Context: an optimization exercise on an open-source flow, tuned for small area and a short achievable clock period. The choices shown serve that exercise and are no tape-out recipe. RTL that was checked went through simulation tests only; none was proved equivalent to the original. Power figures rest on the tool's default switching activity, not on a simulated workload.

## albert_periph
module albert_periph (
    input             clk,
    input             rst,
    input             soft_rst,
    input             bus_req,
    input             bus_we,
    input      [19:0] bus_addr,
    input      [15:0] bus_wdata,
    output reg [15:0] bus_rdata,
    output reg        bus_fault,
    output reg        bus_warn,
    input      [2:0]  host_valid,
    input      [23:0] host_data,
    output     [2:0]  host_ready,
    output     [2:0]  tx_valid,
    output     [23:0] tx_data,
    output     [2:0]  rx_overrun,
    input      [7:0]  ext_src,
    output            irq
);
Size in the first run: ~4,200 cells after synthesis, roughly 1,200 flip-flops, ~130 I/O pins, ~50,000 um2 of cells after synthesis.
==> module albert_fifo, before the edit <==
module albert_fifo #(
    parameter CAP = 16,
    parameter CW  = 5,
    parameter PW  = 4
) (
    input               clk,
    input               rst,
    input               clear,
    input               push,
    input      [7:0]    din,
    input               pop,
    output reg [7:0]    head,        
    output reg [CW-1:0] count
);
    reg [7:0] mem [0:CAP-1];
    integer i;
    always @(posedge clk) begin
        if (push) begin
            mem[0] <= din;
            for (i = 1; i < CAP; i = i + 1)
                mem[i] <= mem[i-1];
        end
    end
    always @(*) begin
        head = 8'h00;
        for (i = 0; i < CAP; i = i + 1)
            if (count[PW-1:0] == ((i + 1) % (1 << PW)))
                head = head | mem[i];
    end
    always @(posedge clk) begin
        if (rst || clear)
            count <= {CW{1'b0}};
        else if (push && !pop)
            count <= count + 1'b1;
        else if (pop && !push)
            count <= count - 1'b1;
    end
endmodule
==> module albert_serial, before the edit <==
module albert_serial (
    input             clk,
    input             rst,
    input             soft_rst,
    input             host_valid,
    input      [7:0]  host_data,
    output            host_ready,
    output reg        tx_valid,
    output reg [7:0]  tx_data,
    output reg        rx_overrun,
    input      [3:0]  sub,
    input             data_rd,       
    input             data_wr,       
    input      [7:0]  wdata,
    output reg [7:0]  rdata,         
    output            rd_empty,      
    output            wr_full,       
    output            rx_half_full,
    output            rx_quarter_full
);
    localparam [10:0] LFSR_1199 = 11'd1103;
    function [10:0] lfsr_step(input [10:0] s);
        lfsr_step = {s[9:0], ~(s[10] ^ s[8])};
    endfunction
    wire tick = !soft_rst;
    wire [3:0] ig_count;
    wire [7:0] ig_mem_head;
    wire       ig_full  = (ig_count == 4'd10);
    wire       ig_empty = (ig_count == 4'd0);
    wire       ig_push  = host_valid && !ig_full;
    wire       ig_pop;
    wire [7:0] ig_head  = ig_empty ? host_data : ig_mem_head;
    assign host_ready = !rst && !ig_full;
    albert_fifo #(.CAP(10), .CW(4), .PW(4)) u_ingress (
        .clk(clk), .rst(rst), .clear(1'b0),
        .push(ig_push), .din(host_data),
        .pop(ig_pop), .head(ig_mem_head), .count(ig_count)
    );
    reg  [10:0] rx_wait;
    wire        rx_due = (rx_wait == LFSR_1199);
    assign ig_pop = tick && rx_due && (!ig_empty || host_valid);
    wire [4:0] rx_count;
    wire [7:0] rx_mem_head;
    wire       rx_empty = (rx_count == 5'd0);
    wire       rx_full  = (rx_count == 5'd16);
    wire       rx_push  = ig_pop && !rx_full;
    wire [4:0] rx_mid   = rx_count + rx_push;
    wire       rx_mid_empty = rx_empty && !rx_push;
    wire       rx_pop   = data_rd && !rx_mid_empty;
    wire [7:0] rx_out   = rx_empty ? ig_head : rx_mem_head;
    always @(posedge clk) begin
        if (rst) begin
            rx_wait    <= 11'd0;
            rx_overrun <= 1'b0;
        end else begin
            rx_overrun <= ig_pop && rx_full;
            if (ig_pop)
                rx_wait <= 11'd0;
            else if (tick && !rx_due)
                rx_wait <= lfsr_step(rx_wait);
        end
    end
    albert_fifo #(.CAP(16), .CW(5), .PW(4)) u_rx (
        .clk(clk), .rst(rst), .clear(soft_rst),
        .push(rx_push), .din(ig_head),
        .pop(rx_pop), .head(rx_mem_head), .count(rx_count)
    );
    reg         transmitting;
    reg  [10:0] tx_wait;
    wire [4:0]  tx_count;
    wire [7:0]  tx_head;
    wire        tx_last = (tx_wait == LFSR_1199);
    wire        tx_pop  = tick && !transmitting && (tx_count != 5'd0);
    wire [4:0]  tx_mid  = tx_count - tx_pop;
    wire        tx_mid_full = (tx_count == 5'd16) && !tx_pop;
    wire        tx_push = data_wr && !tx_mid_full;
    always @(posedge clk) begin
        if (rst) begin
            transmitting <= 1'b0;
            tx_valid     <= 1'b0;
        end else begin
            tx_valid <= tick && transmitting && tx_last;
            if (soft_rst)
                transmitting <= 1'b0;
            else if (transmitting)
                transmitting <= !tx_last;
            else if (tx_count != 5'd0)
                transmitting <= 1'b1;
        end
    end
    always @(posedge clk) begin
        tx_wait <= transmitting ? lfsr_step(tx_wait) : 11'd0;
        if (tx_pop)
            tx_data <= tx_head;
    end
    albert_fifo #(.CAP(16), .CW(5), .PW(4)) u_tx (
        .clk(clk), .rst(rst), .clear(soft_rst),
        .push(tx_push), .din(wdata),
        .pop(tx_pop), .head(tx_head), .count(tx_count)
    );
    assign rd_empty = rx_mid_empty;
    assign wr_full  = tx_mid_full;
    assign rx_half_full    = (rx_mid >= 5'd8);
    assign rx_quarter_full = (rx_mid >= 5'd4);
    always @(*) begin
        case (sub)
            4'h0:    rdata = rx_mid_empty ? 8'h00 : rx_out;
            4'h1:    rdata = {6'd0, !rx_mid_empty, !tx_mid_full};
            4'h2:    rdata = {7'd0, tx_mid == 5'd0};
            4'h3:    rdata = {7'd0, tx_mid < 5'd8};
            4'h4:    rdata = {7'd0, tx_mid_full};
            4'h5:    rdata = {7'd0, tx_mid_full};
            4'h6:    rdata = {7'd0, rx_mid_empty};
            4'h7:    rdata = {7'd0, rx_half_full};
            4'h8:    rdata = {7'd0, rx_quarter_full};
            4'h9:    rdata = {7'd0, rx_mid == 5'd16};
            4'hE:    rdata = {3'd0, rx_mid};
            4'hF:    rdata = {3'd0, tx_mid};
            default: rdata = 8'h00;
        endcase
    end
endmodule
clock: 10.0 ns
lec_check: 0
abc_area: 1
cap_margin: 20
core_margin: 2
core_utilization: 40
setup_slack_margin: 4.5
slew_margin: 20
run.sh (not shown) runs the stock make flow with config.mk's settings and CLKGATE_MAP_FILE= SYNTH_SCRIPT=/design/flow/synth_recipe.tcl, a recipe that flattens the netlist after the stock synthesis.
Then changed:
--- a/flow/design.v
+++ b/flow/design.v
@@ -1,35 +1,30 @@
 module albert_fifo #(
     parameter CAP = 16,
-    parameter CW  = 5,
-    parameter PW  = 4
+    parameter CW  = 5
 ) (
     input               clk,
     input               rst,
     input               clear,
     input               push,
     input      [7:0]    din,
     input               pop,
-    output reg [7:0]    head,        
+    output     [7:0]    head,        
     output reg [CW-1:0] count
 );
     reg [7:0] mem [0:CAP-1];
     integer i;
     always @(posedge clk) begin
         if (push) begin
             mem[0] <= din;
             for (i = 1; i < CAP; i = i + 1)
                 mem[i] <= mem[i-1];
         end
     end
-    always @(*) begin
-        head = 8'h00;
-        for (i = 0; i < CAP; i = i + 1)
-            if (count[PW-1:0] == ((i + 1) % (1 << PW)))
-                head = head | mem[i];
-    end
+    wire [CW-1:0] idx = count - 1'b1;
+    assign head = mem[idx];
     always @(posedge clk) begin
         if (rst || clear)
             count <= {CW{1'b0}};
         else if (push && !pop)
             count <= count + 1'b1;
         else if (pop && !push)
@@ -53,64 +48,59 @@
     output reg [7:0]  rdata,         
     output            rd_empty,      
     output            wr_full,       
     output            rx_half_full,
     output            rx_quarter_full
 );
-    localparam [10:0] LFSR_1199 = 11'd1103;
-    function [10:0] lfsr_step(input [10:0] s);
-        lfsr_step = {s[9:0], ~(s[10] ^ s[8])};
-    endfunction
+    localparam N_RX = 1200;
+    localparam N_TX = 1200;
     wire tick = !soft_rst;
     wire [3:0] ig_count;
     wire [7:0] ig_mem_head;
     wire       ig_full  = (ig_count == 4'd10);
     wire       ig_empty = (ig_count == 4'd0);
     wire       ig_push  = host_valid && !ig_full;
     wire       ig_pop;
     wire [7:0] ig_head  = ig_empty ? host_data : ig_mem_head;
     assign host_ready = !rst && !ig_full;
-    albert_fifo #(.CAP(10), .CW(4), .PW(4)) u_ingress (
+    albert_fifo #(.CAP(10), .CW(4)) u_ingress (
         .clk(clk), .rst(rst), .clear(1'b0),
         .push(ig_push), .din(host_data),
         .pop(ig_pop), .head(ig_mem_head), .count(ig_count)
     );
     reg  [10:0] rx_wait;
-    wire        rx_due = (rx_wait == LFSR_1199);
+    wire        rx_due = (rx_wait == N_RX - 1);
     assign ig_pop = tick && rx_due && (!ig_empty || host_valid);
     wire [4:0] rx_count;
     wire [7:0] rx_mem_head;
-    wire       rx_empty = (rx_count == 5'd0);
     wire       rx_full  = (rx_count == 5'd16);
     wire       rx_push  = ig_pop && !rx_full;
     wire [4:0] rx_mid   = rx_count + rx_push;
-    wire       rx_mid_empty = rx_empty && !rx_push;
+    wire       rx_mid_empty = (rx_count == 5'd0) && !rx_push;
     wire       rx_pop   = data_rd && !rx_mid_empty;
-    wire [7:0] rx_out   = rx_empty ? ig_head : rx_mem_head;
+    wire [7:0] rx_out   = (rx_count == 5'd0) ? ig_head : rx_mem_head;
     always @(posedge clk) begin
         if (rst) begin
             rx_wait    <= 11'd0;
             rx_overrun <= 1'b0;
         end else begin
             rx_overrun <= ig_pop && rx_full;
-            if (ig_pop)
-                rx_wait <= 11'd0;
-            else if (tick && !rx_due)
-                rx_wait <= lfsr_step(rx_wait);
-        end
-    end
-    albert_fifo #(.CAP(16), .CW(5), .PW(4)) u_rx (
+            if (tick)
+                rx_wait <= ig_pop ? 11'd0 : (rx_due ? rx_wait : rx_wait + 1'b1);
+        end
+    end
+    albert_fifo #(.CAP(16), .CW(5)) u_rx (
         .clk(clk), .rst(rst), .clear(soft_rst),
         .push(rx_push), .din(ig_head),
         .pop(rx_pop), .head(rx_mem_head), .count(rx_count)
     );
     reg         transmitting;
-    reg  [10:0] tx_wait;
+    reg  [10:0] tx_countdown;
     wire [4:0]  tx_count;
     wire [7:0]  tx_head;
-    wire        tx_last = (tx_wait == LFSR_1199);
+    wire        tx_last = (tx_countdown == 11'd1);
     wire        tx_pop  = tick && !transmitting && (tx_count != 5'd0);
     wire [4:0]  tx_mid  = tx_count - tx_pop;
     wire        tx_mid_full = (tx_count == 5'd16) && !tx_pop;
     wire        tx_push = data_wr && !tx_mid_full;
     always @(posedge clk) begin
         if (rst) begin
@@ -124,17 +114,20 @@
                 transmitting <= !tx_last;
             else if (tx_count != 5'd0)
                 transmitting <= 1'b1;
         end
     end
     always @(posedge clk) begin
-        tx_wait <= transmitting ? lfsr_step(tx_wait) : 11'd0;
+        if (transmitting)
+            tx_countdown <= tx_countdown - 1'b1;
+        else
+            tx_countdown <= N_TX;
         if (tx_pop)
             tx_data <= tx_head;
     end
-    albert_fifo #(.CAP(16), .CW(5), .PW(4)) u_tx (
+    albert_fifo #(.CAP(16), .CW(5)) u_tx (
         .clk(clk), .rst(rst), .clear(soft_rst),
         .push(tx_push), .din(wdata),
         .pop(tx_pop), .head(tx_head), .count(tx_count)
     );
     assign rd_empty = rx_mid_empty;
     assign wr_full  = tx_mid_full;
After rerunning: The changed run finished clean; first-iteration DRC count decreases by about 4%; sequential power barely changes; total power increases by about 1.1%; worst setup slack gets better by 0.27 ns; sequential cell count does not change; via count increases by about 7%; wire length increases by 5.5%; clock power is about the same; utilization decreases by 0.13 points; fmax increases by 5.3%; design area increases by 3.1%; hold slack hardly moves; register-to-register slack gets worse by 0.11 ns.
No functional check of the RTL was part of the first run of this note.

[static timing again, ports no longer ideal]
The flow's constraints put no driver on any port. The routed layouts listed below were extracted and timed again, unchanged, in two steps. Step 1 assumes that a clkbuf_16 drives the clock port and a buf_2 every other input. Step 2, shift: input delay + t, output delay - t, t = (earliest + latest rising clock arrival at the registers) / 2. This alone moves slack from input paths to output paths. a / b / c = no drivers / after step 1 / after step 2; a / b = the first two.
run | shift t [ns] | setup slack, ns | hold WS [ns] | pins driven straight from the clock port
the first run | 0.814 | 4.539 / 4.520 / 4.014 | 0.428 / 0.428 / 0.428 | 1
the second run | 0.838 | 4.812 / 4.788 / 4.011 | 0.428 / 0.428 / 0.428 | 1
After both steps every run listed still meets setup and hold. The setup slack of the second run, which loses most, moves by -0.024 ns with the drivers and by -0.801 ns with both steps.
